Source: an optimization exercise on an open RTL-to-GDS flow (aim: small area, a short achievable clock period and few clock cycles). Production flows keep margins and buffers that such runs may drop. Only simulation tests tie the RTL to the original design; equivalence was not proved. No activity file was given, so power comes from the tool's default toggle rates.

==> flow/design.v <==
module idcodec_core (
    input             clk,
    input             rst,
    input             in_valid,
    output            in_ready,
    input      [2:0]  in_op,
    input      [63:0] in_data,
    output            dig_valid,
    output     [7:0]  dig_data,
    output            resp_valid,
    output     [63:0] resp_value,
    output            resp_ovf,
    output     [6:0]  resp_len
);
    localparam OP_SETCFG  = 3'd1;
    localparam OP_SETPERM = 3'd2;
    localparam OP_ENC     = 3'd3;
    localparam OP_DIGIT   = 3'd4;
    localparam OP_DEC     = 3'd5;
    localparam LD_IDLE = 3'd0;    
    localparam LD_DIG  = 3'd1;    
    localparam LD_I2D  = 3'd2;    
    localparam LD_PAD  = 3'd3;    
    localparam LD_DONE = 3'd4;    
    integer i;
    reg         rdy_r;
    reg         cmd_v;
    reg  [2:0]  cmd_op;
    reg  [63:0] cmd_data;
    wire acc_now = in_valid & rdy_r & ~rst;
    always @(posedge clk) begin
        cmd_v    <= acc_now;
        cmd_op   <= in_op;
        cmd_data <= in_data;
    end
    wire c_cfg  = cmd_v & (cmd_op == OP_SETCFG);
    wire c_perm = cmd_v & (cmd_op == OP_SETPERM);
    wire c_enc  = cmd_v & ~rst & (cmd_op == OP_ENC);
    wire c_dig  = cmd_v & ~rst & (cmd_op == OP_DIGIT);
    wire c_dec  = cmd_v & ~rst & (cmd_op == OP_DEC);
    reg [8:0]    base;
    reg [6:0]    minlen;
    reg [10:0]   nbase1;           
    reg [10:0]   nbase2;           
    reg [179:0]  mul;              
    reg [2047:0] permf;
    wire [11:0] cb = {3'd0, cmd_data[8:0]};
    always @(posedge clk) begin
        if (c_cfg) begin
            base   <= cmd_data[8:0];
            minlen <= cmd_data[22:16];
            nbase1 <= 11'd0 - {2'd0, cmd_data[8:0]};
            nbase2 <= 11'd0 - {1'd0, cmd_data[8:0], 1'b0};
            for (i = 1; i < 16; i = i + 1)
                mul[12*(i-1) +: 12] <= cb * i[3:0];
        end
        for (i = 0; i < 256; i = i + 1)
            if (c_cfg || (c_perm && cmd_data[7:0] == i[7:0]))
                permf[8*i +: 8] <= c_cfg ? 8'hff : cmd_data[15:8];
    end
    reg [511:0] qm;
    function [5:0] ewrap;
        input [5:0] a;
        input       full;
        input       h;
        begin
            ewrap = full ? a : {h, a[4:0]};
        end
    endfunction
    reg        eng_run;
    reg        fwd;
    reg        efull;
    reg        e_nz;          
    reg        ehalf;
    reg  [1:0] eclaim;
    reg  [6:0] en_n;
    reg  [6:0] nm1;           
    reg  [6:0] lm1;           
    reg  [6:0] lm2;           
    reg        pf;            
    reg  [7:0] hdist;         
    reg  [5:0] wofs;          
    reg  [5:0] wofs_p;        
    reg  [7:0] dl [0:2];      
    reg  [5:0] rd0, rd1, rd2;
    reg        sq_pre;
    reg  [1:0] sq_pc;         
    reg  [6:0] sq_j, sq_r;
    reg  [12:0] sq_left;      
    reg  [7:0] slk;           
    reg  [1:0] b_g;
    reg  [5:0] b_w;
    reg  [7:0] b_x0, b_x1, b_xl;
    reg  [6:0] b_a0l, b_a0h, b_a1l, b_a1h;    
    reg        b_p0, b_p1, b_f0, b_f1, b_l0, b_l1, b_n0, b_n1;
    reg  [1:0] b_d0, b_d1;
    reg  [1:0] c_g;
    reg  [5:0] c_w, c_w1;
    reg  [7:0] c_v0, c_v1;
    reg  [31:0] ck0, ck1;      
    reg        c_p0, c_p1, c_f0, c_f1, c_n0, c_n1;
    reg  [1:0] c_d0, c_d1;
    reg  [7:0] carry;
    reg        d_we0, d_we1;
    reg  [5:0] d_w0, d_w1;
    reg  [7:0] d_wd0, d_wd1;
    reg         o_busy;
    reg         o_fwd;
    reg         o_full;
    reg         o_half;
    reg  [1:0]  o_claim;
    reg  [6:0]  o_n;
    reg  [5:0]  o_nm1;
    reg  [5:0]  o_base;
    reg  [5:0]  o_last;
    reg  [5:0]  o_addr;
    reg  [5:0]  o_off;
    reg  [6:0]  o_cnt;        
    reg  [3:0] pp_row [0:3];
    reg  [7:0] pp_out [0:3];
    always @(*) begin
        for (i = 0; i < 4; i = i + 1) begin
            if (eng_run && e_nz && (efull || i[1] == ehalf))
                pp_row[i] = ({rd0[5], rd0[0]} == i[1:0]) ? rd0[4:1] : rd1[4:1];
            else
                pp_row[i] = o_addr[4:1];
            pp_out[i] = qm[128*i + 8*pp_row[i] +: 8];
        end
    end
    wire [7:0] mx0 = pp_out[{rd0[5], rd0[0]}];
    wire [7:0] mx1 = pp_out[{rd1[5], rd1[0]}];
    wire [7:0] ro  = pp_out[{o_addr[5], o_addr[0]}];
    wire [7:0] mxl = qm[128*{rd2[5], rd2[0]} + 8*rd2[4:1] +: 8];
    wire jw  = (sq_j == lm1);                 
    wire jw2 = (sq_j == lm2);                 
    wire [6:0] j1 = jw ? 7'd0 : sq_j + 7'd1;
    wire [6:0] r1 = jw ? sq_r + 7'd1 : sq_r;
    wire [6:0] j2 = jw ? 7'd1 : jw2 ? 7'd0 : sq_j + 7'd2;
    wire [6:0] r2 = (jw || jw2) ? sq_r + 7'd1 : sq_r;
    wire v0 = sq_pre ? (sq_pc != 2'd0) : (sq_left != 13'd0);
    wire v1 = sq_pre ? (sq_pc == 2'd2) : (sq_left[12:1] != 12'd0);
    wire pass0 = sq_pre | (sq_j > nm1);
    wire pass1 = sq_pre | (j1 > nm1);
    wire first0 = ~sq_pre & (sq_j == 7'd0);
    wire first1 = ~sq_pre & jw;
    wire last0 = ~sq_pre & (sq_j == nm1);
    wire last1 = ~sq_pre & (j1 == nm1);
    wire fl0 = pf & ~sq_pre & (sq_r == en_n);
    wire fl1 = pf & ~sq_pre & (r1 == en_n);
    wire [1:0] dix0 = (pf && !sq_pre && sq_j < 7'd3) ? sq_j[1:0] : 2'd3;
    wire [1:0] dix1 = (pf && !sq_pre && j1 < 7'd3) ? j1[1:0] : 2'd3;
    wire nw0 = pf & ~sq_pre & (sq_r == 7'd0) & (sq_j < 7'd3);
    wire nw1 = pf & ~sq_pre & (r1 == 7'd0) & (j1 < 7'd3);
    wire la0 = ~fwd & ~pass0 & ~last0 & ~fl0;
    wire la1 = ~fwd & ~pass1 & ~last1 & ~fl1;
    wire ok2 = eng_run & v1 & ({6'd0, 1'b1, ~fwd} <= slk);
    wire ok1 = eng_run & v0 & ({7'd0, la0} < slk);
    wire [1:0] g = ok2 ? 2'd2 : ok1 ? 2'd1 : 2'd0;
    wire sq_end = ~sq_pre & (sq_left == 13'd0);
    wire       cw0_en = eng_run && d_we0;
    wire       cw1_en = eng_run && d_we1;
    wire [7:0] wd0, wd1;
    wire [7:0] x0 = (cw1_en && d_w1 == rd0) ? d_wd1 : (cw0_en && d_w0 == rd0) ? d_wd0 : mx0;
    wire [7:0] x1 = (cw1_en && d_w1 == rd1) ? d_wd1 : (cw0_en && d_w0 == rd1) ? d_wd0 : mx1;
    wire [7:0] xl = (cw1_en && d_w1 == rd2) ? d_wd1 : (cw0_en && d_w0 == rd2) ? d_wd0 : mxl;
    wire [5:0] rd3 = ewrap(rd0 + 6'd3, efull, ehalf);
    wire [5:0] rd4 = ewrap(rd0 + 6'd4, efull, ehalf);
    wire [7:0] pl0 = b_x0[7] ? permf[1024 + 8*b_a0h[6:0] +: 8] : permf[8*b_a0l[6:0] +: 8];
    wire [7:0] pl1 = b_x1[7] ? permf[1024 + 8*b_a1h[6:0] +: 8] : permf[8*b_a1l[6:0] +: 8];
    wire [7:0] sb0 = b_l0 ? 8'd0 : b_x1;
    wire [7:0] sb1 = b_l1 ? 8'd0 : b_xl;
    wire [8:0] df0 = {1'b0, b_x0} - {1'b0, sb0};
    wire [8:0] df1 = {1'b0, b_x1} - {1'b0, sb1};
    wire [8:0] dm0 = df0[8] ? df0 + base : df0;
    wire [8:0] dm1 = df1[8] ? df1 + base : df1;
    wire [7:0] v0_n = b_p0 ? b_x0 : fwd ? pl0 : dm0[7:0];
    wire [7:0] v1_n = b_p1 ? b_x1 : fwd ? pl1 : dm1[7:0];
    wire [7:0]  cin0 = c_f0 ? 8'd0 : carry;
    wire [10:0] t0a  = {3'd0, cin0} + {3'd0, c_v0};
    wire [10:0] t0b  = {3'd0, cin0} + {3'd0, c_v0} + nbase1;
    wire [7:0]  sum0 = t0b[10] ? t0a[7:0] : t0b[7:0];
    wire [10:0] t1a  = {3'd0, cin0} + {3'd0, c_v0} + {3'd0, c_v1};
    wire [10:0] t1b  = {3'd0, cin0} + {3'd0, c_v0} + {3'd0, c_v1} + nbase1;
    wire [10:0] t1c  = {3'd0, cin0} + {3'd0, c_v0} + {3'd0, c_v1} + nbase2;
    wire [7:0]  sum1 = c_f1 ? c_v1 : (~t1c[10] ? t1c[7:0] : ~t1b[10] ? t1b[7:0] : t1a[7:0]);
    reg [7:0] iv0, iv1;
    always @(*) begin
        iv0 = 8'd0;
        iv1 = 8'd0;
        for (i = 0; i < 256; i = i + 1) begin
            iv0 = iv0 | ({8{permf[8*i +: 8] == ck0[8*(i/64) +: 8]}} & i[7:0]);
            iv1 = iv1 | ({8{permf[8*i +: 8] == ck1[8*(i/64) +: 8]}} & i[7:0]);
        end
    end
    wire [7:0] o0 = c_p0 ? c_v0 : fwd ? sum0 : iv0;
    wire [7:0] o1 = c_p1 ? c_v1 : fwd ? sum1 : iv1;
    assign wd0 = (c_d0 != 2'd3) ? dl[c_d0] : o0;
    assign wd1 = (c_d1 != 2'd3) ? dl[c_d1] : o1;
    reg  [2:0]  ld_st;
    reg         ld_fwd;
    reg         lh;           
    reg  [1:0]  lclaim;       
    reg  [5:0]  lp;           
    reg  [6:0]  cnt;          
    reg  [12:0] sq_n;         
    reg  [1:0]  hfree;        
    reg  [63:0] q;
    reg  [7:0]  rem;
    reg  [3:0]  tn;           
    reg  [3:0]  cur_nib;
    reg         found;
    reg  [3:0]  ntop;
    reg  [3:0]  fnib;
    reg         dv;
    reg  [7:0]  dd;
    wire [11:0] xd = {rem, cur_nib};
    reg  [15:0] ge;
    reg  [12:0] dj [1:15];
    always @(*) begin
        ge[0] = 1'b1;
        for (i = 1; i < 16; i = i + 1) begin
            dj[i] = {1'b0, xd} - {1'b0, mul[12*(i-1) +: 12]};
            ge[i] = ~dj[i][12];
        end
    end
    reg  [3:0]  qn;
    reg  [7:0]  rn;
    reg  [15:0] oh;
    always @(*) begin
        for (i = 0; i < 15; i = i + 1)
            oh[i] = ge[i] & ~ge[i+1];
        oh[15] = ge[15];
        qn = 4'd0;
        rn = xd[7:0] & {8{oh[0]}};
        for (i = 1; i < 16; i = i + 1) begin
            qn = qn | (i[3:0] & {4{oh[i]}});
            rn = rn | (dj[i][7:0] & {8{oh[i]}});
        end
    end
    wire [3:0]  q_prev_nib = q[4*(tn - 4'd1) +: 4];
    reg  [3:0]  v_top;
    reg         v_nz;
    always @(*) begin
        v_top = 4'd0;
        v_nz  = 1'b0;
        for (i = 0; i < 16; i = i + 1)
            if (cmd_data[4*i +: 4] != 4'd0) begin
                v_top = i[3:0];
                v_nz  = 1'b1;
            end
    end
    wire [3:0] v_top_nib = cmd_data[4*v_top +: 4];
    wire can_write = (cnt == 7'd0)  ? hfree[lh] :
                     (cnt == 7'd32) ? hfree[~lh] : 1'b1;
    reg       ld_we;
    reg [7:0] ld_wd;
    reg       wr_dv;
    reg       pd_v;           
    reg [7:0] pd_d;
    wire      pd_in = c_dig & (pd_v | ~can_write);
    always @(*) begin
        ld_we = 1'b0;
        wr_dv = 1'b0;
        ld_wd = cmd_data[7:0];
        if (pd_v) begin
            ld_we = can_write;
            ld_wd = pd_d;
        end else if (c_dig) begin
            ld_we = can_write;
        end else if (dv && can_write) begin
            ld_we = 1'b1;
            wr_dv = 1'b1;
            ld_wd = dd;
        end else if (ld_st == LD_PAD && !dv && cnt < minlen && can_write) begin
            ld_we = 1'b1;
            ld_wd = 8'd0;
        end
    end
    wire i2d_stall = dv & ~can_write;
    reg  [63:0] acc;
    reg         ovf;
    reg  [2:0]  ac;           
    reg  [2:0]  mci;          
    reg         mv;           
    reg  [23:0] pr;
    reg  [1:0]  pci;
    reg  [8:0]  cr;           
    reg  [7:0]  dcur;         
    reg         dvalid;       
    reg         inprog;       
    reg  [15:0] mreg;         
    reg  [1:0]  mri;
    reg         mrv;
    reg         o_first;      
    reg         dig_v_r;
    reg  [7:0]  dig_d_r;
    reg         resp_v_r;
    reg  [6:0]  resp_len_r;
    wire        d_fast  = dvalid && !inprog && (ac == 3'd0);
    wire        d_start = dvalid && !inprog && (ac != 3'd0);
    wire [15:0] mchunk  = acc[16*mci[1:0] +: 16];
    wire [23:0] mprod   = mreg * base;
    wire [24:0] asum    = {1'b0, pr} + {16'd0, cr};
    wire [1:0]  ac_m1   = ac[1:0] - 2'd1;
    wire        fin_add = mv && (pci == ac_m1);
    reg         dn_v;
    reg         dn_fwd, dn_full, dn_half;
    reg  [1:0]  dn_claim;
    reg  [6:0]  dn_n;
    reg  [5:0]  dn_F;
    reg  [5:0]  dn_off;
    wire eng_done  = eng_run && sq_end && (b_g == 2'd0) && (c_g == 2'd0) && !d_we0 && !d_we1 && !dn_v;
    wire eng_start = (ld_st == LD_DONE) && !eng_run;
    wire [5:0] eng_F = pf ? ewrap(rd0 - 6'd3, efull, ehalf) : rd0;
    wire [5:0] eng_off = pf ? en_n[5:0] - 6'd2 : (en_n == 7'd1) ? 6'd0 : 6'd1;
    wire o_fin     = o_busy && (o_fwd ? (o_cnt == 7'd1) :
                                (!o_first && o_cnt == 7'd0 && (d_fast || (fin_add && !dvalid))));
    wire o_take_dn = dn_v && (!o_busy || (o_fin && dn_n != 7'd0));
    wire o_take_en = eng_done && !dn_v && (!o_busy || (o_fin && en_n != 7'd0));
    wire [1:0] s_mod = (cnt <= 7'd1 || cnt == 7'd3) ? 2'd0 : (cnt == 7'd2) ? 2'd1 : 2'd3;
    wire [1:0] pre_n = ld_fwd ? ((cnt >= 7'd3) ? 2'd2 : 2'd0) : ((cnt >= 7'd2) ? 2'd1 : 2'd0);
    wire       pf_n  = (cnt >= 7'd9);
    wire [8:0] n3m3  = {1'b0, cnt, 1'b0} + {2'b0, cnt} - 9'd3;
    reg [3:0] wq_en;
    reg [3:0] wq_row [0:3];
    reg [7:0] wq_dat [0:3];
    always @(*) begin
        for (i = 0; i < 4; i = i + 1) begin
            wq_en[i]  = 1'b0;
            wq_row[i] = lp[4:1];
            wq_dat[i] = ld_wd;
            if (cw0_en && {d_w0[5], d_w0[0]} == i[1:0]) begin
                wq_en[i]  = 1'b1;
                wq_row[i] = d_w0[4:1];
                wq_dat[i] = d_wd0;
            end else if (cw1_en && {d_w1[5], d_w1[0]} == i[1:0]) begin
                wq_en[i]  = 1'b1;
                wq_row[i] = d_w1[4:1];
                wq_dat[i] = d_wd1;
            end else if (ld_we && {lp[5], lp[0]} == i[1:0]) begin
                wq_en[i]  = 1'b1;
            end
        end
    end
    always @(posedge clk) begin
        b_a0h      <= x0[6:0];
        b_a1h      <= x1[6:0];
        ck0[31:24] <= v0_n;
        ck1[31:24] <= v1_n;
    end
    always @(posedge clk) begin
        for (i = 0; i < 64; i = i + 1)
            if (wq_en[i / 16] && wq_row[i / 16] == i[3:0])
                qm[8*i +: 8] <= wq_dat[i / 16];
    end
    wire       os_fwd  = o_take_dn ? dn_fwd  : fwd;
    wire       os_full = o_take_dn ? dn_full : efull;
    wire       os_half = o_take_dn ? dn_half : ehalf;
    wire [6:0] os_n    = o_take_dn ? dn_n    : en_n;
    wire [5:0] os_F    = o_take_dn ? dn_F    : eng_F;
    wire [5:0] os_off  = o_take_dn ? dn_off  : eng_off;
    always @(posedge clk) begin
        if (rst) begin
            ld_st  <= LD_IDLE;
            cnt    <= 7'd0;
            sq_n   <= 13'd0;
            dv     <= 1'b0;
            pd_v   <= 1'b0;
            lh     <= 1'b0;
            lp     <= 6'd31;
            lclaim <= 2'b00;
        end else begin
            if (pd_in) begin
                pd_v <= 1'b1;
                pd_d <= cmd_data[7:0];
            end
            if (ld_we) begin
                lp   <= lp - 6'd1;
                cnt  <= cnt + 7'd1;
                sq_n <= sq_n + {5'd0, cnt, 1'b1};
                if (cnt == 7'd0)  lclaim[lh]  <= 1'b1;
                if (cnt == 7'd32) lclaim[~lh] <= 1'b1;
                if (pd_v) pd_v <= 1'b0;
                if (wr_dv) dv <= 1'b0;
            end
            case (ld_st)
                LD_IDLE: begin
                    if (c_dig) ld_st <= LD_DIG;
                    if (c_dec) begin
                        ld_fwd <= 1'b0;
                        ld_st  <= LD_DONE;
                    end
                    if (c_enc) begin
                        ld_fwd  <= 1'b1;
                        q       <= cmd_data;
                        tn      <= v_top;
                        cur_nib <= v_top_nib;
                        rem     <= 8'd0;
                        found   <= 1'b0;
                        ld_st   <= v_nz ? LD_I2D : LD_PAD;
                    end
                end
                LD_DIG: begin
                    if (c_dec) begin
                        ld_fwd <= 1'b0;
                        ld_st  <= LD_DONE;
                    end
                end
                LD_I2D: begin
                    if (!i2d_stall) begin
                        for (i = 0; i < 16; i = i + 1)
                            if (tn == i[3:0]) q[4*i +: 4] <= qn;
                        if (!found && qn != 4'd0) begin
                            found <= 1'b1;
                            ntop  <= tn;
                            fnib  <= qn;
                        end
                        if (tn != 4'd0) begin
                            tn      <= tn - 4'd1;
                            cur_nib <= q_prev_nib;
                            rem     <= rn;
                        end else begin
                            dv    <= 1'b1;
                            dd    <= rn;
                            rem   <= 8'd0;
                            found <= 1'b0;
                            if (found) begin
                                tn      <= ntop;
                                cur_nib <= fnib;
                            end else if (qn != 4'd0) begin
                                tn      <= 4'd0;
                                cur_nib <= qn;
                            end else begin
                                ld_st <= LD_PAD;
                            end
                        end
                    end
                end
                LD_PAD: begin
                    if (!dv && !ld_we && cnt >= minlen)
                        ld_st <= LD_DONE;
                end
                default: ;
            endcase
            if (eng_start) begin
                ld_st  <= LD_IDLE;
                cnt    <= 7'd0;
                sq_n   <= 13'd0;
                lclaim <= 2'b00;
                if (cnt != 7'd0) begin
                    lh <= ~lh;
                    lp <= {~lh, 5'd31};
                end
            end
        end
        if (rst) begin
            hfree <= 2'b11;
        end else begin
            if (ld_we && cnt == 7'd0)  hfree[lh]  <= 1'b0;
            if (ld_we && cnt == 7'd32) hfree[~lh] <= 1'b0;
            if (o_fin) begin
                if (o_claim[0]) hfree[0] <= 1'b1;
                if (o_claim[1]) hfree[1] <= 1'b1;
            end
        end
        if (rst) begin
            eng_run <= 1'b0;
            b_g     <= 2'd0;
            d_we0   <= 1'b0;
            d_we1   <= 1'b0;
            c_g     <= 2'd0;
        end else if (eng_start) begin
            eng_run <= 1'b1;
            fwd     <= ld_fwd;
            efull   <= (cnt > 7'd32);
            e_nz    <= (cnt != 7'd0);
            ehalf   <= lh;
            eclaim  <= lclaim;
            en_n    <= cnt;
            nm1     <= cnt - 7'd1;
            pf      <= pf_n;
            lm1     <= cnt - 7'd1 + (pf_n ? 7'd0 : {5'd0, s_mod});
            lm2     <= cnt - 7'd2 + (pf_n ? 7'd0 : {5'd0, s_mod});
            sq_left <= sq_n + (pf_n ? 13'd3 : (s_mod == 2'd3) ? {4'd0, n3m3} : (s_mod == 2'd1) ? {6'd0, cnt} - 13'd1 : 13'd0);
            slk     <= pf_n ? {1'b0, cnt} - 8'd3 : {1'b0, cnt};
            hdist   <= pf_n ? {1'b0, cnt} - 8'd3 : {1'b0, cnt};
            wofs    <= pf_n ? cnt[5:0] - 6'd3 : cnt[5:0];
            wofs_p  <= cnt[5:0];
            rd0     <= ewrap(lp + 6'd1, cnt > 7'd32, lh);
            rd1     <= ewrap(lp + 6'd2, cnt > 7'd32, lh);
            rd2     <= ewrap(lp + 6'd3, cnt > 7'd32, lh);
            b_g     <= 2'd0;
            d_we0   <= 1'b0;
            d_we1   <= 1'b0;
            c_g     <= 2'd0;
            carry   <= 8'd0;
            sq_pre  <= (pre_n != 2'd0);
            sq_pc   <= pre_n;
            sq_j    <= 7'd0;
            sq_r    <= 7'd0;
        end else if (eng_run) begin
            b_g  <= g;
            b_w  <= ewrap(rd0 + (sq_pre ? wofs_p : wofs), efull, ehalf);
            slk  <= hdist - {6'd0, g} - {6'd0, b_g};
            b_x0 <= x0;
            b_x1 <= x1;
            if (fwd) begin
                b_a0l <= x0[6:0];
                b_a1l <= x1[6:0];
            end
            b_xl <= xl;
            b_p0 <= pass0;
            b_p1 <= pass1;
            b_f0 <= first0;
            b_f1 <= first1;
            b_l0 <= last0;
            b_l1 <= last1;
            b_d0 <= dix0;
            b_d1 <= dix1;
            b_n0 <= nw0;
            b_n1 <= nw1;
            case (g)
                2'd2: begin
                    rd0 <= rd2;
                    rd1 <= rd3;
                    rd2 <= rd4;
                end
                2'd1: begin
                    rd0 <= rd1;
                    rd1 <= rd2;
                    rd2 <= rd3;
                end
                default: ;
            endcase
            if (sq_pre) begin
                sq_pc  <= sq_pc - g;
                sq_pre <= (sq_pc != g);
            end else begin
                if (g == 2'd2) begin
                    sq_j    <= j2;
                    sq_r    <= r2;
                    sq_left <= sq_left - 13'd2;
                end else if (g == 2'd1) begin
                    sq_j    <= j1;
                    sq_r    <= r1;
                    sq_left <= sq_left - 13'd1;
                end
            end
            c_g  <= b_g;
            c_w  <= b_w;
            c_w1 <= ewrap(b_w + 6'd1, efull, ehalf);
            c_v0 <= v0_n;
            c_v1 <= v1_n;
            ck0[7:0]  <= v0_n;
            ck1[7:0]  <= v1_n;
            if (!fwd) begin
                ck0[15:8] <= v0_n;
                ck1[15:8] <= v1_n;
            end
            if (b_g != 2'd0) begin
                ck0[23:16] <= v0_n;
                ck1[23:16] <= v1_n;
            end
            c_p0 <= b_p0;
            c_p1 <= b_p1;
            c_f0 <= b_f0;
            c_f1 <= b_f1;
            c_d0 <= b_d0;
            c_d1 <= b_d1;
            c_n0 <= b_n0;
            c_n1 <= b_n1;
            if (c_g == 2'd2)      carry <= sum1;
            else if (c_g == 2'd1) carry <= sum0;
            d_we0 <= (c_g != 2'd0) && !c_n0;
            d_we1 <= (c_g == 2'd2) && !c_n1;
            d_w0  <= c_w;
            d_w1  <= c_w1;
            d_wd0 <= wd0;
            d_wd1 <= wd1;
            if (c_g != 2'd0 && c_d0 != 2'd3) dl[c_d0] <= o0;
            if (c_g == 2'd2 && c_d1 != 2'd3) dl[c_d1] <= o1;
            if (eng_done)
                eng_run <= 1'b0;
        end
        if (rst) begin
            dn_v <= 1'b0;
        end else begin
            if (o_take_dn)
                dn_v <= 1'b0;
            if (eng_done && !o_take_en) begin
                dn_v     <= 1'b1;
                dn_fwd   <= fwd;
                dn_full  <= efull;
                dn_half  <= ehalf;
                dn_claim <= eclaim;
                dn_n     <= en_n;
                dn_F     <= eng_F;
                dn_off   <= eng_off;
            end
        end
        dig_v_r  <= 1'b0;
        resp_v_r <= 1'b0;
        if (rst) begin
            o_busy <= 1'b0;
        end else begin
            if (o_busy) begin
                if (o_fwd) begin
                    dig_v_r <= 1'b1;
                    dig_d_r <= ro;
                    o_cnt   <= o_cnt - 7'd1;
                    if (o_off == o_nm1) begin
                        o_off  <= 6'd0;
                        o_addr <= o_base;
                    end else begin
                        o_off  <= o_off + 6'd1;
                        o_addr <= ewrap(o_addr + 6'd1, o_full, o_half);
                    end
                end else begin
                    if (o_first) begin
                        o_first <= 1'b0;
                        acc     <= 64'd0;
                        ovf     <= 1'b0;
                        ac      <= 3'd0;
                        inprog  <= 1'b0;
                        mv      <= 1'b0;
                        mrv     <= 1'b0;
                        dvalid  <= 1'b0;
                    end else begin
                        if (mrv) begin
                            pr  <= mprod;
                            pci <= mri;
                            mv  <= 1'b1;
                        end else begin
                            mv  <= 1'b0;
                        end
                        if (d_start) begin
                            mreg <= acc[15:0];
                            mri  <= 2'd0;
                            mrv  <= 1'b1;
                            mci  <= 3'd1;
                        end else if (mrv) begin
                            if (mci < ac) begin
                                mreg <= mchunk;
                                mri  <= mci[1:0];
                                mci  <= mci + 3'd1;
                            end else begin
                                mrv  <= 1'b0;
                            end
                        end
                        if (d_start) begin
                            inprog <= 1'b1;
                            cr     <= {1'b0, dcur};
                            dvalid <= 1'b0;
                        end
                        if (mv) begin
                            acc[16*pci +: 16] <= asum[15:0];
                            cr <= asum[24:16];
                            if (fin_add) begin
                                inprog <= 1'b0;
                                if (asum[24:16] != 9'd0) begin
                                    if (ac == 3'd4) ovf <= 1'b1;
                                    else begin
                                        acc[16*ac[1:0] +: 16] <= {7'd0, asum[24:16]};
                                        ac <= ac + 3'd1;
                                    end
                                end
                            end
                        end
                        if (d_fast) begin
                            acc[15:0] <= {8'd0, dcur};
                            ac        <= (dcur != 8'd0) ? 3'd1 : 3'd0;
                            dvalid    <= 1'b0;
                        end
                        if (o_cnt != 7'd0 && (!dvalid || d_fast || d_start)) begin
                            dcur   <= ro;
                            dvalid <= 1'b1;
                            o_cnt  <= o_cnt - 7'd1;
                            if (o_off == 6'd0) begin
                                o_off  <= o_nm1;
                                o_addr <= o_last;
                            end else begin
                                o_off  <= o_off - 6'd1;
                                o_addr <= ewrap(o_addr - 6'd1, o_full, o_half);
                            end
                        end
                    end
                end
                if (o_fin) begin
                    o_busy     <= 1'b0;
                    resp_v_r   <= 1'b1;
                    resp_len_r <= o_n;
                end
            end
            if (o_take_dn || o_take_en) begin
                o_busy  <= 1'b1;
                o_fwd   <= os_fwd;
                o_full  <= os_full;
                o_half  <= os_half;
                o_claim <= o_take_dn ? dn_claim : eclaim;
                o_n     <= os_n;
                o_nm1   <= os_n[5:0] - 6'd1;
                o_cnt   <= os_n;
                o_base  <= os_F;
                o_last  <= ewrap(os_F + os_n[5:0] - 6'd1, os_full, os_half);
                o_off   <= os_off;
                o_addr  <= ewrap(os_F + os_off, os_full, os_half);
                o_first <= 1'b1;
                if (os_n == 7'd0) begin
                    o_busy     <= 1'b0;
                    resp_v_r   <= 1'b1;
                    resp_len_r <= 7'd0;
                    acc        <= 64'd0;
                    ovf        <= 1'b0;
                end
            end
        end
    end
    wire big_now = acc_now & ((in_op == OP_ENC) | (in_op == OP_DEC));
    wire dig_now = acc_now & (in_op == OP_DIGIT);
    reg  [2:0] ld_st_n;
    always @(*) begin
        ld_st_n = ld_st;
        if (c_enc) ld_st_n = LD_I2D;
        if (c_dec) ld_st_n = LD_DONE;
        if (c_dig) ld_st_n = LD_DIG;
        if (eng_start) ld_st_n = LD_IDLE;
    end
    wire [6:0] cnt_n   = eng_start ? 7'd0 : (cnt + {6'd0, ld_we});
    wire       lh_n    = (eng_start && cnt != 7'd0) ? ~lh : lh;
    wire pd_n    = (pd_v & ~ld_we) | pd_in;
    wire space_n = ~pd_n & ~(dig_now & ((cnt_n == 7'd0)  ? ~hfree[lh_n] :
                                        (cnt_n == 7'd32) ? ~hfree[~lh_n] : 1'b0));
    always @(posedge clk) begin
        if (rst)
            rdy_r <= 1'b1;
        else
            rdy_r <= (ld_st_n == LD_IDLE || ld_st_n == LD_DIG) && !big_now && space_n;
    end
    assign in_ready   = rdy_r;
    assign dig_valid  = dig_v_r;
    assign dig_data   = dig_d_r;
    assign resp_valid = resp_v_r;
    assign resp_value = acc;
    assign resp_ovf   = ovf;
    assign resp_len   = resp_len_r;
endmodule
==> flow/run.sh <==
#!/bin/bash
# synth_recipe.tcl (not shown) runs the flow's synth.tcl, then flattens the netlist and writes it again
# the make line also repeats each setting of config.mk as NAME=value (left out here)
make -C /OpenROAD-flow-scripts/flow DESIGN_CONFIG=/design/flow/config.mk WORK_HOME=/design/flow/orfs CLKGATE_MAP_FILE= SYNTH_SCRIPT=/design/flow/synth_recipe.tcl finish
==> flow/config.mk <==
export PLATFORM = sky130hd
export DESIGN_NAME = idcodec_core
export DESIGN_NICKNAME = idcodec_core
export VERILOG_FILES = /design/flow/design.v
export SDC_FILE = /design/flow/constraint.sdc
export NUM_CORES = 8
export LEC_CHECK = 0
export CAP_MARGIN = 20
export CORE_MARGIN = 2
export CORE_UTILIZATION = 25
export SLEW_MARGIN = 20
==> flow/constraint.sdc <==
create_clock -name core_clock -period 12.0 [get_ports {clk}]
set_input_delay 2.4000 -clock core_clock [delete_from_list [all_inputs] [get_ports {clk}]]
set_output_delay 2.4000 -clock core_clock [all_outputs]
set_load 0.01 [all_outputs]
==> run_results.csv, run 1 <==
group,metric,value,unit
outcome,outcome,"complete, but fails checks",
outcome,violations,"capacitance limit, slew limit",
hold_path,hold_path_class,"flip-flop to flip-flop",
detailed_routing,drt_wl_total,1038000,µm
cts,clock-root-buffer,"clkbuf_16",
final_layout,nets,19350,
detailed_routing,drc,0,
placement,placement.io_buffers,152,
job,cap_violations,2,
pwr,power_frac_clock,46.1,%
detailed_routing,routed_via_density,5.692,
final_layout,area_growth,13.00,%
setup_path,critPathMostFrequentCell,"nand4_1",
cts,htree_levels,5,
pwr,sw_frac_of_total,23.85,%
synth,ys_async_sr_fraction,0,%
floorplanning,die_w,969.4,µm
pwr,p_int,20.73,mW
pwr,p_per_area,103.4,nW/µm²
detailed_routing,drtIter0Drc,27870,
detailed_routing,routedWlPerCell,33.16,µm
setup_path,cp.arrival,7620,ps
synth,synth_edf_count,3266,
global_route,overflow,0,
pwr,p_sw,6.495,mW
cts,cts_setup_buffers,0,
pwr,power_frac_seq,49.1,%
global_route,grt_max_degree,117,
synth,syn-num-nets,19520,
floorplanning,fp.coreArea,929300,µm²
sta,setup_viol,0,
detailed_routing,vias,178200,
final_layout,drive_gt1_share,15.90,%
setup_path,worstSetupStartpoint,"ck0[30]$_DFF_P_",
cts,clk_latency,1100,ps
sta,fin_tns_setup,0,ps
placement,place_hpwl,743900,µm
setup_path,cp_max_fo,36,
setup_path,cpMaxStageDelayCell,"nor3b_2",
sta,worst_slew_pin_slew,1641,ps
sta,drv_slew,4,
floorplanning,start_util,25.07,%
pwr,pwr-share-comb,4.8,%
synth,synth_area_leaders,"edfxtp_1 (42%), mux4_2 (14%), xnor2_1 (11%)",
synth,ys_warn_count,6,
setup_path,cp-start-kind,"flip-flop",
synth,yosys-top-cells-count,"edfxtp_1 (3,266), xnor2_1 (2,845), xor2_1 (1,675)",
setup_path,max_stage_delay,1020,ps
floorplanning,core.rowCount,354,
global_route,grt_usage,21.06,%
synth,yosysTopAreaCellShare,42.09,%
hold_path,hold_path.startpoint,"c_w1[1]$_DFFE_PP_",
setup_path,worstPathCellList,"buf_4 > xnor2_1 > nand4_1 > a2bb2oi_1 > nor3b_2 > nand4_1 > nor3_1 > nand4_1 > o221ai_1 > mux2i_1",
sta,skew,111.5,ps
detailed_routing,drt_pass1_iterations,9,
setup_path,cp_top_family,"simple AND/OR/NAND/NOR gates",
sta,rsz0062_at_grt,"no",
pwr,ir_drop,0.1126,mV
cts,cts_resized,0,
setup_path,r2r-start,"ck0[30]$_DFF_P_",
global_route,grt_pass1_wl,1411000,µm
synth,netlist_instances,18780,
global_route,grt_pass1_vias,166700,
synth,synth-seq-cells,3416,
placement,gp_congestion,1.035,
synth,synth_cell_type_count,103,
cts,numClockSinks,3416,
sta,hold_violations,0,
floorplanning,io_pins,153,
global_route,antenna_found_initial,126,
sta,fmax,0.1453,GHz
synth,netlist_area,233000,µm²
pwr,power_leakage,84.90,nW
sta,slew_headroom,-10.42,%
setup_path,path_buf_inv,1,
sta,period_needed,6885,ps
detailed_routing,detail-route-antenna-nets,0,
setup_path,critPathKind,"flip-flop to flip-flop",
cts,path_clk_slew,60,ps
sta,min_period_over_period,57.37,%
setup_path,cp.required,12730,ps
cts,cts_buffers,382,
cts,ctsHoldBuffers,0,
synth,synthFlopType,"edfxtp_1",
synth,syn_avg_cell_area,12.41,µm²
floorplanning,die_h,969.4,µm
synth,yosys.area.top_type,"edfxtp_1",
cts,clk_path_buf_depth,4,
synth,synth_seq_area_share,43.38,%
setup_path,critPathCaptureType,"flip-flop",
floorplanning,dieArea,939800,µm²
cts,cts_tree,"yes",
final_layout,fin_util,28.33,%
synth,yosysMostFrequentCell,"edfxtp_1",
-- power by group through the flow --
stage | Clock, mW | Sequential [mW] | Combinational (mW)
final | 12.6 | 13.4 | 1.30
after global routing | 13.0 | 13.4 | 1.37
after CTS | 12.6 | 13.4 | 1.27
after detailed placement | 0 | 13.6 | 1.27
after global placement | 0 | 13.6 | 1.25
after floorplan | 0 | 13.6 | 0.714
-- flip-flops by register name, indices dropped and copies added, names as in the netlist, 9 cells and up, named ones only --
register  cells
mul          67
mreg         16
acc          64
nbase1        9
permf      2048
sq_n         13
qm          512
ck1          24
pr           24
sq_left      13
dl           24
cmd_data     64
cr            9
q            64
ck0          24
-- cells in the final DEF, fill, tap and decap left out, types with 438 or more instances in the layout --
cell type / n
xnor2_1: 2845
o21ai_0: 438
buf_4: 511
inv_1: 507
nand2_1: 771
edfxtp_1: 3266
a21oi_1: 480
nor2_1: 852
nand4_1: 744
nor4_1: 476
mux4_2: 1476
ha_1: 503
xor2_1: 1675
-- cell families after synthesis --
logic type / count (synthesis) / share of synthesized area (%)
AOI/OAI and AO/OA: 2531 / 7.286
xor gates and xnor gates: 4520 / 16.99
adders and majority gates: 668 / 4.119
buffers and inverters: 1787 / 3.287
DFF: 3416 / 43.38
muxes: 1905 / 16.17
and+or+nand+nor: 3954 / 8.773
-- stage by stage --
| stage | hold WS [ps] | area [µm²] | worst slack [ps] | instances | power [mW] |
|---|---|---|---|---|---|
| after detailed placement | 404.5 | 249900 | 5307 | 30500 | 14.89 |
| final | 340.8 | 263300 | 5115 | 31310 | 27.23 |
| after global placement | 401.1 | 249500 | 3470 | 30480 | 14.87 |
| after floorplan | 400.3 | 233000 | 5185 | 18780 | 14.32 |
| after global routing | 352.7 | 263100 | 4782 | 31240 | 27.78 |
| after CTS | 330.4 | 262900 | 5267 | 31210 | 27.28 |
-- routing by layer --
metal | GRT usage (%) | up-vias | wire length, µm
met1 | 26.56 | 91090 | 383800
met5 | 0 | - | 726
met2 | 31.96 | 13300 | 449100
li1 | - | 71100 | -
met3 | 7.079 | 2658 | 136500
met4 | 11.18 | 86 | 68110
-- worst register-to-register path, stage by stage, from the launching register on --
cell and delay [ps]:
dfxtp_4 960, buf_4 770, xnor2_1 220, nand4_1 150
a2bb2oi_1 420, nor3b_2 1020, nand4_1 690, nor3_1 1020
nand4_1 660, o221ai_1 500, mux2i_1 160
-- worst paths after layout --
kind	slack [ps]	cells after the start	end
worst max-delay path	5120	10	dl[1][7]$_DFFE_PP_
worst min-delay path	340	0	d_w1[1]$_DFFE_PP_
worst max register to register	5120	10	dl[1][7]$_DFFE_PP_
worst min register to register	340	0	d_w1[1]$_DFFE_PP_
-- layout make-up --
cell class                 count  area (µm²)
clock buffer                 457       10020
inverter                     518        1952
fill                       94080      666000
tap                        12280       15370
timing repair buffer         714        6122
multi-input combinational  13580      125500
sequential                  3416      101200
clock inverter               256        2955
antenna                       89       222.7
Testbench counts, summed over its fixed seeds: cycles 73,626.
==> inputs of run 2 (changes only) <==
--- a/flow/design.v
+++ b/flow/design.v
@@ -91,13 +91,15 @@
     reg  [1:0] b_g;
     reg  [5:0] b_w;
     reg  [7:0] b_x0, b_x1, b_xl;
-    reg  [6:0] b_a0l, b_a0h, b_a1l, b_a1h;    
+    reg  [39:0] xa0, xa1;
+    localparam [39:0] XAM = 40'hf83e0f83e0;
     reg        b_p0, b_p1, b_f0, b_f1, b_l0, b_l1, b_n0, b_n1;
     reg  [1:0] b_d0, b_d1;
     reg  [1:0] c_g;
     reg  [5:0] c_w, c_w1;
     reg  [7:0] c_v0, c_v1;
-    reg  [31:0] ck0, ck1;      
+    reg  [63:0] ck0, ck1;
+    localparam [63:0] CKM = 64'hff00_ff00_ff00_ff00;
     reg        c_p0, c_p1, c_f0, c_f1, c_n0, c_n1;
     reg  [1:0] c_d0, c_d1;
     reg  [7:0] carry;
@@ -165,8 +167,16 @@
     wire [7:0] xl = (cw1_en && d_w1 == rd2) ? d_wd1 : (cw0_en && d_w0 == rd2) ? d_wd0 : mxl;
     wire [5:0] rd3 = ewrap(rd0 + 6'd3, efull, ehalf);
     wire [5:0] rd4 = ewrap(rd0 + 6'd4, efull, ehalf);
-    wire [7:0] pl0 = b_x0[7] ? permf[1024 + 8*b_a0h[6:0] +: 8] : permf[8*b_a0l[6:0] +: 8];
-    wire [7:0] pl1 = b_x1[7] ? permf[1024 + 8*b_a1h[6:0] +: 8] : permf[8*b_a1l[6:0] +: 8];
+    reg  [7:0] gv0 [0:7];
+    reg  [7:0] gv1 [0:7];
+    always @(*) begin
+        for (i = 0; i < 8; i = i + 1) begin
+            gv0[i] = permf[256*i + 8*(xa0[5*i +: 5] ^ XAM[5*i +: 5]) +: 8];
+            gv1[i] = permf[256*i + 8*(xa1[5*i +: 5] ^ XAM[5*i +: 5]) +: 8];
+        end
+    end
+    wire [7:0] pl0 = gv0[b_x0[7:5]];
+    wire [7:0] pl1 = gv1[b_x1[7:5]];
     wire [7:0] sb0 = b_l0 ? 8'd0 : b_x1;
     wire [7:0] sb1 = b_l1 ? 8'd0 : b_xl;
     wire [8:0] df0 = {1'b0, b_x0} - {1'b0, sb0};
@@ -188,8 +198,8 @@
         iv0 = 8'd0;
         iv1 = 8'd0;
         for (i = 0; i < 256; i = i + 1) begin
-            iv0 = iv0 | ({8{permf[8*i +: 8] == ck0[8*(i/64) +: 8]}} & i[7:0]);
-            iv1 = iv1 | ({8{permf[8*i +: 8] == ck1[8*(i/64) +: 8]}} & i[7:0]);
+            iv0 = iv0 | ({8{(permf[8*i +: 8] ^ CKM[8*(i/32) +: 8]) == ck0[8*(i/32) +: 8]}} & i[7:0]);
+            iv1 = iv1 | ({8{(permf[8*i +: 8] ^ CKM[8*(i/32) +: 8]) == ck1[8*(i/32) +: 8]}} & i[7:0]);
         end
     end
     wire [7:0] o0 = c_p0 ? c_v0 : fwd ? sum0 : iv0;
@@ -206,6 +216,12 @@
     reg  [1:0]  hfree;        
     reg  [63:0] q;
     reg  [7:0]  rem;
+    reg  [7:0]  rem2;
+    reg  [3:0]  qn1_r;        
+    reg  [3:0]  tn2;          
+    reg         s2v;          
+    reg         i2d_bub;      
+    reg         found1;       
     reg  [3:0]  tn;           
     reg  [3:0]  cur_nib;
     reg         found;
@@ -213,30 +229,36 @@
     reg  [3:0]  fnib;
     reg         dv;
     reg  [7:0]  dd;
-    wire [11:0] xd = {rem, cur_nib};
-    reg  [15:0] ge;
-    reg  [12:0] dj [1:15];
-    always @(*) begin
-        ge[0] = 1'b1;
-        for (i = 1; i < 16; i = i + 1) begin
-            dj[i] = {1'b0, xd} - {1'b0, mul[12*(i-1) +: 12]};
-            ge[i] = ~dj[i][12];
-        end
-    end
-    reg  [3:0]  qn;
-    reg  [7:0]  rn;
-    reg  [15:0] oh;
-    always @(*) begin
-        for (i = 0; i < 15; i = i + 1)
-            oh[i] = ge[i] & ~ge[i+1];
-        oh[15] = ge[15];
-        qn = 4'd0;
-        rn = xd[7:0] & {8{oh[0]}};
-        for (i = 1; i < 16; i = i + 1) begin
-            qn = qn | (i[3:0] & {4{oh[i]}});
-            rn = rn | (dj[i][7:0] & {8{oh[i]}});
+    function [11:0] div16;
+        input [7:0]   r;
+        input [3:0]   nib;
+        input [179:0] m;
+        reg   [11:0]  xd;
+        reg   [12:0]  dj [1:15];
+        reg   [15:0]  ge;
+        reg   [15:0]  oh;
+        integer k;
+        begin
+            xd = {r, nib};
+            ge[0] = 1'b1;
+            for (k = 1; k < 16; k = k + 1) begin
+                dj[k] = {1'b0, xd} - {1'b0, m[12*(k-1) +: 12]};
+                ge[k] = ~dj[k][12];
+            end
+            for (k = 0; k < 15; k = k + 1)
+                oh[k] = ge[k] & ~ge[k+1];
+            oh[15] = ge[15];
+            div16 = {4'd0, xd[7:0] & {8{oh[0]}}};
+            for (k = 1; k < 16; k = k + 1)
+                div16 = div16 | {k[3:0] & {4{oh[k]}}, dj[k][7:0] & {8{oh[k]}}};
         end
-    end
+    endfunction
+    wire [11:0] dv1 = div16(rem, cur_nib, mul);
+    wire [11:0] dv2 = div16(rem2, qn1_r, mul);
+    wire [3:0]  qn  = dv1[11:8];
+    wire [7:0]  rn  = dv1[7:0];
+    wire [3:0]  qn2 = dv2[11:8];
+    wire [7:0]  rn2 = dv2[7:0];
     wire [3:0]  q_prev_nib = q[4*(tn - 4'd1) +: 4];
     reg  [3:0]  v_top;
     reg         v_nz;
@@ -250,8 +272,9 @@
             end
     end
     wire [3:0] v_top_nib = cmd_data[4*v_top +: 4];
-    wire can_write = (cnt == 7'd0)  ? hfree[lh] :
-                     (cnt == 7'd32) ? hfree[~lh] : 1'b1;
+    reg  cnt_z, cnt_32, cnt_lm;
+    wire can_write = cnt_z  ? hfree[lh] :
+                     cnt_32 ? hfree[~lh] : 1'b1;
     reg       ld_we;
     reg [7:0] ld_wd;
     reg       wr_dv;
@@ -271,7 +294,7 @@
             ld_we = 1'b1;
             wr_dv = 1'b1;
             ld_wd = dd;
-        end else if (ld_st == LD_PAD && !dv && cnt < minlen && can_write) begin
+        end else if (ld_st == LD_PAD && !dv && cnt_lm && can_write) begin
             ld_we = 1'b1;
             ld_wd = 8'd0;
         end
@@ -282,7 +305,9 @@
     reg  [2:0]  ac;           
     reg  [2:0]  mci;          
     reg         mv;           
-    reg  [23:0] pr;
+    reg  [20:0] prl;          
+    reg  [19:0] prh;
+    reg         plast;        
     reg  [1:0]  pci;
     reg  [8:0]  cr;           
     reg  [7:0]  dcur;         
@@ -299,10 +324,10 @@
     wire        d_fast  = dvalid && !inprog && (ac == 3'd0);
     wire        d_start = dvalid && !inprog && (ac != 3'd0);
     wire [15:0] mchunk  = acc[16*mci[1:0] +: 16];
-    wire [23:0] mprod   = mreg * base;
-    wire [24:0] asum    = {1'b0, pr} + {16'd0, cr};
-    wire [1:0]  ac_m1   = ac[1:0] - 2'd1;
-    wire        fin_add = mv && (pci == ac_m1);
+    wire [20:0] mprl    = mreg * base[4:0];
+    wire [19:0] mprh    = mreg * base[8:5];
+    wire [24:0] asum    = {4'd0, prl} + {prh, 5'd0} + {16'd0, cr};
+    wire        fin_add = mv && plast;
     reg         dn_v;
     reg         dn_fwd, dn_full, dn_half;
     reg  [1:0]  dn_claim;
@@ -343,10 +368,35 @@
         end
     end
     always @(posedge clk) begin
-        b_a0h      <= x0[6:0];
-        b_a1h      <= x1[6:0];
-        ck0[31:24] <= v0_n;
-        ck1[31:24] <= v1_n;
+        if (rst || eng_start) begin
+            cnt_z  <= 1'b1;
+            cnt_32 <= 1'b0;
+            cnt_lm <= 1'b1;
+        end else if (ld_we) begin
+            cnt_z  <= 1'b0;
+            cnt_32 <= (cnt == 7'd31);
+            cnt_lm <= (cnt + 7'd1 < minlen);
+        end
+    end
+    always @(posedge clk) begin
+        xa0[4:0]   <= x0[4:0];
+        xa1[4:0]   <= x1[4:0];
+        xa0[9:5]   <= ~x0[4:0];
+        xa1[9:5]   <= ~x1[4:0];
+        if (fwd) begin
+            xa0[14:10] <= x0[4:0];
+            xa1[14:10] <= x1[4:0];
+            xa0[19:15] <= ~x0[4:0];
+            xa1[19:15] <= ~x1[4:0];
+        end
+        ck0[55:48] <= v0_n;
+        ck1[55:48] <= v1_n;
+        ck0[63:56] <= ~v0_n;
+        ck1[63:56] <= ~v1_n;
+        if (!fwd) begin
+            ck0[7:0] <= v0_n;
+            ck1[7:0] <= v1_n;
+        end
     end
     always @(posedge clk) begin
         for (i = 0; i < 64; i = i + 1)
@@ -378,8 +428,8 @@
                 lp   <= lp - 6'd1;
                 cnt  <= cnt + 7'd1;
                 sq_n <= sq_n + {5'd0, cnt, 1'b1};
-                if (cnt == 7'd0)  lclaim[lh]  <= 1'b1;
-                if (cnt == 7'd32) lclaim[~lh] <= 1'b1;
+                if (cnt_z)  lclaim[lh]  <= 1'b1;
+                if (cnt_32) lclaim[~lh] <= 1'b1;
                 if (pd_v) pd_v <= 1'b0;
                 if (wr_dv) dv <= 1'b0;
             end
@@ -396,7 +446,11 @@
                         tn      <= v_top;
                         cur_nib <= v_top_nib;
                         rem     <= 8'd0;
+                        rem2    <= 8'd0;
                         found   <= 1'b0;
+                        found1  <= 1'b0;
+                        s2v     <= 1'b0;
+                        i2d_bub <= 1'b0;
                         ld_st   <= v_nz ? LD_I2D : LD_PAD;
                     end
                 end
@@ -408,28 +462,48 @@
                 end
                 LD_I2D: begin
                     if (!i2d_stall) begin
-                        for (i = 0; i < 16; i = i + 1)
-                            if (tn == i[3:0]) q[4*i +: 4] <= qn;
-                        if (!found && qn != 4'd0) begin
-                            found <= 1'b1;
-                            ntop  <= tn;
-                            fnib  <= qn;
+                        if (!i2d_bub) begin
+                            qn1_r <= qn;
+                            tn2   <= tn;
+                            s2v   <= 1'b1;
+                            if (qn != 4'd0) found1 <= 1'b1;
+                            if (tn != 4'd0) begin
+                                tn      <= tn - 4'd1;
+                                cur_nib <= q_prev_nib;
+                                rem     <= rn;
+                            end else begin
+                                dv      <= 1'b1;
+                                dd      <= rn;
+                                rem     <= 8'd0;
+                                i2d_bub <= 1'b1;
+                            end
                         end
-                        if (tn != 4'd0) begin
-                            tn      <= tn - 4'd1;
-                            cur_nib <= q_prev_nib;
-                            rem     <= rn;
-                        end else begin
-                            dv    <= 1'b1;
-                            dd    <= rn;
-                            rem   <= 8'd0;
-                            found <= 1'b0;
+                        if (s2v) begin
+                            for (i = 0; i < 16; i = i + 1)
+                                if (tn2 == i[3:0]) q[4*i +: 4] <= qn2;
+                            rem2 <= rn2;
+                            if (!found && qn2 != 4'd0) begin
+                                found <= 1'b1;
+                                ntop  <= tn2;
+                                fnib  <= qn2;
+                            end
+                        end
+                        if (i2d_bub) begin
+                            s2v     <= 1'b0;
+                            i2d_bub <= 1'b0;
+                            rem2    <= 8'd0;
+                            found   <= 1'b0;
+                            found1  <= 1'b0;
+                            if (found1) begin
+                                dv <= 1'b1;
+                                dd <= rn2;
+                            end
                             if (found) begin
                                 tn      <= ntop;
                                 cur_nib <= fnib;
-                            end else if (qn != 4'd0) begin
+                            end else if (qn2 != 4'd0) begin
                                 tn      <= 4'd0;
-                                cur_nib <= qn;
+                                cur_nib <= qn2;
                             end else begin
                                 ld_st <= LD_PAD;
                             end
@@ -437,7 +511,7 @@
                     end
                 end
                 LD_PAD: begin
-                    if (!dv && !ld_we && cnt >= minlen)
+                    if (!dv && !ld_we && !cnt_lm)
                         ld_st <= LD_DONE;
                 end
                 default: ;
@@ -456,8 +530,8 @@
         if (rst) begin
             hfree <= 2'b11;
         end else begin
-            if (ld_we && cnt == 7'd0)  hfree[lh]  <= 1'b0;
-            if (ld_we && cnt == 7'd32) hfree[~lh] <= 1'b0;
+            if (ld_we && cnt_z)  hfree[lh]  <= 1'b0;
+            if (ld_we && cnt_32) hfree[~lh] <= 1'b0;
             if (o_fin) begin
                 if (o_claim[0]) hfree[0] <= 1'b1;
                 if (o_claim[1]) hfree[1] <= 1'b1;
@@ -505,8 +579,16 @@
             b_x0 <= x0;
             b_x1 <= x1;
             if (fwd) begin
-                b_a0l <= x0[6:0];
-                b_a1l <= x1[6:0];
+                xa0[34:30] <= x0[4:0];
+                xa1[34:30] <= x1[4:0];
+                xa0[39:35] <= ~x0[4:0];
+                xa1[39:35] <= ~x1[4:0];
+            end
+            xa0[29:25] <= ~x0[4:0];
+            xa1[29:25] <= ~x1[4:0];
+            if (g != 2'd0) begin
+                xa0[24:20] <= x0[4:0];
+                xa1[24:20] <= x1[4:0];
             end
             b_xl <= xl;
             b_p0 <= pass0;
@@ -551,15 +633,19 @@
             c_w1 <= ewrap(b_w + 6'd1, efull, ehalf);
             c_v0 <= v0_n;
             c_v1 <= v1_n;
-            ck0[7:0]  <= v0_n;
-            ck1[7:0]  <= v1_n;
+            ck0[15:8] <= ~v0_n;
+            ck1[15:8] <= ~v1_n;
             if (!fwd) begin
-                ck0[15:8] <= v0_n;
-                ck1[15:8] <= v1_n;
-            end
-            if (b_g != 2'd0) begin
                 ck0[23:16] <= v0_n;
                 ck1[23:16] <= v1_n;
+                ck0[31:24] <= ~v0_n;
+                ck1[31:24] <= ~v1_n;
+            end
+            if (b_g != 2'd0) begin
+                ck0[39:32] <= v0_n;
+                ck1[39:32] <= v1_n;
+                ck0[47:40] <= ~v0_n;
+                ck1[47:40] <= ~v1_n;
             end
             c_p0 <= b_p0;
             c_p1 <= b_p1;
@@ -627,9 +713,11 @@
                         dvalid  <= 1'b0;
                     end else begin
                         if (mrv) begin
-                            pr  <= mprod;
-                            pci <= mri;
-                            mv  <= 1'b1;
+                            prl   <= mprl;
+                            prh   <= mprh;
+                            pci   <= mri;
+                            plast <= ({1'b0, mri} + 3'd1 == ac);
+                            mv    <= 1'b1;
                         end else begin
                             mv  <= 1'b0;
                         end
@@ -657,12 +745,11 @@
                             cr <= asum[24:16];
                             if (fin_add) begin
                                 inprog <= 1'b0;
+                                if (ac != 3'd4)
+                                    acc[16*ac[1:0] +: 16] <= {7'd0, asum[24:16]};
                                 if (asum[24:16] != 9'd0) begin
                                     if (ac == 3'd4) ovf <= 1'b1;
-                                    else begin
-                                        acc[16*ac[1:0] +: 16] <= {7'd0, asum[24:16]};
-                                        ac <= ac + 3'd1;
-                                    end
+                                    else            ac  <= ac + 3'd1;
                                 end
                             end
                         end
--- a/flow/config.mk
+++ b/flow/config.mk
@@ -5,7 +5,7 @@
 export SDC_FILE = /design/flow/constraint.sdc
 export NUM_CORES = 8
 export LEC_CHECK = 0
-export CAP_MARGIN = 20
+export CAP_MARGIN = 30
 export CORE_MARGIN = 2
 export CORE_UTILIZATION = 25
-export SLEW_MARGIN = 20
+export SLEW_MARGIN = 30
==> run_results.csv, run 2 <==
group,metric,value,unit
outcome,outcome,"timing/DRC/antenna clean",
sta,period_needed,6506,ps
synth,yosys-top-cells-count,"edfxtp_1 (3,413), xor2_1 (2,296), xnor2_1 (2,295)",
synth,synth-seq-cells,3588,
cts,cts_setup_buffers,0,
synth,yosys.area.top_type,"edfxtp_1",
floorplanning,io_pins,153,
pwr,power_leakage,90.46,nW
setup_path,worstPathCellList,"buf_4 > buf_4 > xor2_1 > nor4_1 > nand2_1 > nand4_1 > nor2_1 > nand4_1 > nor4_1 > nand4b_1 > o221ai_1 > o21ai_0",
cts,cts_resized,0,
placement,gp_congestion,1.044,
setup_path,cp.arrival,7270,ps
final_layout,largest_register,"permf",
cts,numClockSinks,3588,
cts,ctsHoldBuffers,0,
sta,hold_violations,0,
detailed_routing,detail-route-antenna-nets,0,
synth,syn-num-nets,19680,
floorplanning,core.rowCount,359,
detailed_routing,vias,179900,
pwr,p_total,28.77,mW
setup_path,cp_max_fo,20,
synth,yosysTopAreaCellShare,42.83,%
job,cap_violations,0,
setup_path,max_stage_delay,940,ps
global_route,overflow,0,
setup_path,path_buf_inv,2,
floorplanning,die_w,982.3,µm
final_layout,largest_reg_flops,2048,
synth,ys_async_sr_fraction,0,%
global_route,grt_pass1_wl,1409000,µm
sta,setup_viol,0,
placement,placement.io_buffers,152,
cts,clk_path_buf_depth,4,
floorplanning,die_h,982.3,µm
detailed_routing,drc,0,
detailed_routing,routedWlPerCell,32.50,µm
global_route,grt_pass1_vias,167700,
cts,clk_latency,1180,ps
setup_path,cp_top_family,"simple AND/OR/NAND/NOR gates",
setup_path,critPathCaptureType,"flip-flop",
synth,syn_avg_cell_area,12.74,µm²
cts,path_clk_slew,60,ps
synth,netlist_area,239300,µm²
final_layout,drive_gt1_share,17.22,%
synth,ys_warn_count,9,
final_layout,nets,19600,
detailed_routing,drt_wl_total,1035000,µm
final_layout,most-common-layout-cells,"edfxtp_1 (3,413), xor2_1 (2,296), xnor2_1 (2,294)",
synth,synth_seq_area_share,44.29,%
synth,synth_cell_type_count,110,
setup_path,cp.required,12770,ps
detailed_routing,routed_via_density,5.653,
synth,synthFlopType,"edfxtp_1",
cts,cts_tree,"yes",
setup_path,cpMaxStageDelayCell,"nand4_1",
setup_path,critPathKind,"flip-flop to flip-flop",
synth,yosysMostFrequentCell,"edfxtp_1",
sta,rsz0062_at_grt,"no",
pwr,p_per_area,105.8,nW/µm²
synth,synth_area_leaders,"edfxtp_1 (43%), mux4_2 (15%), xor2_1 (8.4%)",
sta,slew_headroom,14.00,%
sta,drv_slew,0,
sta,fmax,0.1537,GHz
floorplanning,fp.coreArea,955000,µm²
detailed_routing,drt_pass1_iterations,9,
global_route,grt_max_degree,116,
synth,netlist_instances,18780,
final_layout,top_regs,"permf (2048), qm (512), mul (67)",
final_layout,layout_commonest_cell,"edfxtp_1",
cts,htree_levels,5,
detailed_routing,drtIter0Drc,28400,
placement,place_hpwl,738800,µm
floorplanning,start_util,25.06,%
sta,min_period_over_period,54.22,%
global_route,grt_usage,20.43,%
sta,fin_tns_setup,0,ps
cts,cts_buffers,401,
synth,synth_edf_count,3413,
floorplanning,dieArea,965000,µm²
setup_path,cp-start-kind,"flip-flop",
cts,clock-root-buffer,"clkbuf_16",
hold_path,hold_path_class,"flip-flop to flip-flop",
pwr,ir_drop,0.1314,mV
global_route,antenna_found_initial,155,
sta,worst_slew_pin_slew,1290,ps
final_layout,area_growth,13.62,%
sta,skew,202.6,ps
run 2: logic make-up (layout without fill, tap and decap cells):
group | after synthesis | after routing | synth area share [%]
AO/OA/AOI/OAI | 2329 | 2329 | 6.149
flip-flops | 3588 | 3588 | 44.29
XOR/XNOR | 4593 | 4593 | 16.82
buffers and inverters | 1780 | 2043 | 3.018
multiplexers | 2082 | 2082 | 17.19
adder cells (fa/ha/maj) | 825 | 825 | 4.778
AND/OR/NAND/NOR | 3586 | 3586 | 7.750
other | 0 | 153 | 0
run 2: metrics by stage:
step	setup slack (ps)	utilization [%]	hold slack [ps]	area (µm²)	cells
after floorplan	3949	-	400.3	239300	18780
after global placement	4533	26.86	402.0	256500	30900
after detailed placement	5475	26.94	405.7	257200	30930
after CTS	5800	28.39	419.3	271100	31670
after global routing	5554	28.44	421.3	271600	31710
final	5494	28.47	417.3	271900	31830
run 2: layout make-up:
type	count	area [µm²]
repair buffers	747	6297
well taps	12640	15810
clock inverters	283	3415
flip-flops and latches	3588	106100
diodes	153	382.9
multi-input cells	13420	127400
clock buffers	465	10430
fillers	96330	683100
inverters	548	2067
run 2: final timing paths:
| check | from | endpoint | slack [ps] | depth (start not counted) |
|---|---|---|---|---|
| worst min register to register | c_w[1]$_DFFE_PP_ | d_w0[1]$_DFFE_PP_ | 420 | 0 |
| worst min-delay path | c_w[1]$_DFFE_PP_ | d_w0[1]$_DFFE_PP_ | 420 | 0 |
| worst max-delay path | ck1[3]$_DFFE_PN_ | d_wd1[4]$_DFFE_PP_ | 5490 | 12 |
| worst max register to register | ck1[3]$_DFFE_PN_ | d_wd1[4]$_DFFE_PP_ | 5490 | 12 |
run 2: power breakdown:
part           switching, mW  leakage (nW)  internal [mW]  total (mW)
logic                   1.02          51.5          0.543        1.56
clock network           5.74          6.70           7.43        13.2
registers              0.185          32.3           13.9        14.0
run 2: metal layers:
layer	global-route usage, %	part of all wire (%)	vias up	wire length (µm)
met1	25.78	37	92190	380300
met4	11.71	6.8	72	70360
met2	30.47	43	13750	445800
met5	0.1810	0.086	-	885
li1	-	-	71140	-
met3	7.007	13	2799	137200
Testbench counts of run 2, summed over its fixed seeds: cycles 68,776.

-- static timing again, ports no longer ideal --
In the flow no input, the clock included, has a driving cell. The finished layouts below were timed again as built, in two steps.
Step 1 sets driving cells, clkbuf_16 on the clock port and buf_2 on the other inputs (assumed; they add their load-dependent delay and slew).
Step 2, shift: input delay + t, output delay - t, t = (earliest + latest rising clock arrival at the registers) / 2. This alone moves slack from input paths to output paths.
Slacks: ideal / step 1 / step 2; pairs: ideal / step 1.
| run | shift t [ns] | slack for setup (ns) | latest minus earliest clock arrival (ns) |
|---|---|---|---|
| run 1 | 1.193 | 5.115 / 5.115 / 5.115 | 0.118 / 0.118 |
| run 2 | 1.226 | 5.494 / 5.494 / 5.494 | 0.205 / 0.205 |
